Source: an optimization exercise on an open RTL-to-GDS flow (aim: small area, a short achievable clock period and few clock cycles per item). Production flows keep margins and buffers that such runs may drop.
Where RTL was checked, it was by simulation tests only, not by an equivalence proof against the original.
Power is estimated from default activity; no workload was simulated.

north:
// tone_divisor_search
module tone_divisor_search (
    input  wire        clk,
    input  wire        rst,       
    input  wire        start,
    input  wire [31:0] hz,        
    output wire        ready,
    output reg         done,
    output wire [7:0]  div,       
    output wire [15:0] cmp,       
    output wire [33:0] err        
);
Size: ~760 cells after synthesis, ~92 flip-flops, roughly 95 I/O pins, ~0.0067 mm2 of cells after synthesis.
export LEC_CHECK = 0
export CAP_MARGIN = 20
export CORE_MARGIN = 2
export CORE_UTILIZATION = 40
export PLACE_DENSITY = 0.6
export SLEW_MARGIN = 20
export TNS_END_PERCENT = 0
create_clock -name core_clock -period 10.0 [get_ports {clk}]
standard.sh (not shown) runs the stock make flow with config.mk's settings and CLKGATE_MAP_FILE= SYNTH_SCRIPT=/design/flow/synth_recipe.tcl, a recipe that flattens the netlist after the stock synthesis.
==> flow/flow/run.sh <==
#!/bin/bash
# Standard ORFS layout (the standard.sh), with a larger setup-slack
# target for timing repair and buf_2 cells as the port buffers.
set -euo pipefail
export SETUP_SLACK_MARGIN=6.5
export BUFFER_PORTS_ARGS="-buffer_cell sky130_fd_sc_hd__buf_2"
bash standard.sh > standard.log 2>&1
Every stage of the flow completed for north, and the final layout passed the timing, DRC and antenna checks.
## Diff of input files: south against north
diff --git a/flow/design.v b/flow/design.v
--- a/flow/design.v
+++ b/flow/design.v
@@ -60,17 +60,16 @@
     wire [3:0]  t_hi   = 4'd10 - hzr[3:0];
     wire [9:0]  t_lo   = 10'd890 + {6'd0, hzr[3:0]};
     wire [26:0] r_tiny = {t_hi, 6'd0, t_lo, 7'd0};
     wire        dv    = busy & (ph == P_DIV);
     wire        rn    = busy & (ph == P_RND);
     wire        ng    = busy & (ph == P_NEG);
     wire        sh    = busy & (ph == P_SHF);
     wire        x0    = (X == 16'd0);
-    wire        bstop = dv & (cnt == 5'd1) & x0 & ~cy;    
     wire [25:0] A     = uq ? {1'b0, R[24:0]} : {R[24:0], nb};
     wire [24:0] S;
     wire        c25;
     wire [24:0] nhz   = ~hzr[24:0];
     wire [24:0] ad_p = A[24:0] ^ nhz;
     wire [24:0] ad_g = A[24:0] & nhz;
     wire ad_G0 = ad_g[0] | (ad_p[0] & cq);
     wire ad_G1 = ad_g[2] | (ad_p[2] & ad_g[1]);
@@ -161,54 +160,65 @@
     wire ad_G54 = ad_G36 | (ad_P36 & ad_G44);
     wire ad_G55 = ad_G45 | (ad_P45 & ad_G44);
     wire ad_G56 = ad_G46 | (ad_P46 & ad_G44);
     assign S = ad_p ^ {ad_G55, ad_G54, ad_G53, ad_G52, ad_G51, ad_G50, ad_G49, ad_G48, ad_G47, ad_G44, ad_G43, ad_G42, ad_G41, ad_G40, ad_G39, ad_G38, ad_G37, ad_G28, ad_G27, ad_G26, ad_G25, ad_G14, ad_G13, ad_G0, cq};
     assign c25 = ad_G56;
     wire        cy    = (c25 | A[25]) & lo25 & ~tiny;   
     wire        take  = nq | (tq & cy);
     wire        tdv   = dv & tiny;
-    wire [24:0] r_lo  = take ? (S ^ {25{nq}}) : acc ? r_in[24:0] :
-                        tdv ? r_tiny[24:0] : A[24:0];
+    wire [24:0] r_keep = tdv ? r_tiny[24:0] : A[24:0];
+    wire [24:0] r_lo  = ({25{take}} & (S ^ {25{nq}})) | ({25{acc}} & r_in[24:0]) |
+                        ({25{~take & ~acc}} & r_keep);
     wire [1:0]  r_hi  = (sh | (rn & ~cy)) ? R[25:24] :
                         tdv ? r_tiny[26:25] :
                         busy ? 2'd0 : acc ? r_in[26:25] : R[26:25];
     wire [15:0] x_inc = X + 16'd1;
     wire        x_up  = (rn & cy) | (ng & bigq);
     wire last = (cnt == {2'd0, k, 1'b0});
-    wire [1:0] ph_nx = {busy & (ph[1] | ph[0] | bstop),
-                        busy & ((dv & last) | (rn & ~cy) | ng | sh)};
-    wire fin = tdv | (rn & ~cy & (k == 2'd0)) | (ng & (k == 2'd0) & ~bigq) |
-               (sh & (cnt == 5'd0));
-    wire busy_nx = ~rst & (busy ? ~fin : acc);
-    wire done_nx = ~rst & busy & fin;
-    wire bigq_nx = busy & (bigq | bstop);
+    wire k0   = (k == 2'd0);
+    wire c1   = (cnt == 5'd1);
+    function automatic [8:0] ctl(input c);
+        reg       bs, fn, bn, dn, gn;
+        reg [1:0] pn;
+        begin
+            bs = dv & c1 & x0 & ~c;                         
+            pn = {busy & (ph[1] | ph[0] | bs),
+                  busy & ((dv & last) | (rn & ~c) | ng | sh)};
+            fn = tdv | (rn & ~c & k0) | (ng & k0 & ~bigq) | (sh & (cnt == 5'd0));
+            bn = ~rst & (busy ? ~fn : acc);
+            dn = ~rst & busy & fn;
+            gn = busy & (bigq | bs);
+            ctl = {bn, dn, gn, pn,
+                   ~bn | (pn == P_NEG),                      
+                   bn & ((pn == P_DIV) | ((pn == P_NEG) & ~gn)),    
+                   bn & ((pn == P_DIV) | (pn == P_RND)),     
+                   bn & (pn == P_NEG)};                      
+        end
+    endfunction
+    wire [8:0] ctl0 = ctl(1'b0);
+    wire [8:0] ctl1 = ctl(1'b1);
+    wire [8:0] ctl_nx = cy ? ctl1 : ctl0;
+    wire       busy_nx = ctl_nx[8];
+    wire       bstop   = dv & c1 & x0 & ~cy;
+    wire [1:0] ph_nx   = ctl_nx[5:4];
     always @(posedge clk) begin
-        busy <= busy_nx;
-        done <= done_nx;
-        uq   <= ~busy_nx | (ph_nx == P_NEG);
-        cq   <= busy_nx & ((ph_nx == P_DIV) | ((ph_nx == P_NEG) & ~bigq_nx));
-        tq   <= busy_nx & ((ph_nx == P_DIV) | (ph_nx == P_RND));
-        nq   <= busy_nx & (ph_nx == P_NEG);
+        {busy, done, bigq, ph, uq, cq, tq, nq} <= ctl_nx;
     end
     always @(posedge clk) begin
-        ph <= ph_nx;
         if (!busy) begin
             cnt  <= c_in;
             nb   <= n_in;
         end else begin
             if (dv)
                 K <= k;
             nb <= dv & ~last & N[cnt - 5'd1];
-            if (bstop)
-                cnt <= 5'd1;
-            else if (dv || sh)
-                cnt <= cnt - 5'd1;
+            if (dv || sh)        
+                cnt <= (cnt - 5'd1) | {4'd0, bstop};
         end
-        bigq <= bigq_nx;
         R <= {r_hi, r_lo};
         if (acc)
             hzr <= hz;
         else if (ng && bigq && c25)      
             hzr[31:25] <= hzr[31:25] - 7'd1;
         if (acc)
             X <= 16'd0;
         else if (tdv)
Results
Looking at the reports, south completed the entire flow and the layout it produced met the timing, DRC and antenna checks. south against north: proportion of power drawn by combinational gates went up by 13 points; number of DRC violations after detailed routing flat; first-pass GRT wire length moved down. north and south ended up with nearly the same clock latency of the later-clocked register in the worst-skew pair. Cmp south vs north: depth of the critical timing path with buffers and inverters included lower in south. | static leakage power | lower: north |. The global-route usage on south is in line with that on north. The setup slack of south is larger than that of north. Relative to north, south degrades maximum VDD drop. On south: multiplexer share of the synthesized area is 3.1 points higher than what north gave. Going from north to south, pre-CTS setup slack rose 0.14 ns, wire length now smaller, die height shows no meaningful change. Diff north..south | tap cell instance count | negligible.
Testbench counts of south, summed over its fixed seeds: cycles 19,890, items 1,280.
Only the layout flow was run in north; the RTL was not checked for function there.

separate check: timing with driven ports:
The flow's constraints put no driver on any port. The routed layouts listed below were extracted and timed again, unchanged, in two steps. Step 1 assumes that a clkbuf_16 drives the clock port and a buf_2 every other input. Step 2 times the ports against the registers' clock, not the clock port: input delays grow and output delays shrink by t, the midpoint of the rising clock arrivals with the driver on. Three values: ideal ports, drivers, drivers and shift; two values: the first two.
| run | shift t [ns] | slack for setup (ns) | worst register clock-pin slew, ns | pins driven straight from the clock port |
|---|---|---|---|---|
| north | 0.386 | 6.405 / 6.423 / 6.038 | 0.07 / 0.07 | 1 |
| south | 0.397 | 6.473 / 6.490 / 6.093 | 0.07 / 0.07 | 1 |
After both steps setup and hold are still met in every run listed. For south, which loses most, drivers alone change the setup slack by +0.017 ns; drivers and shift together by -0.380 ns.
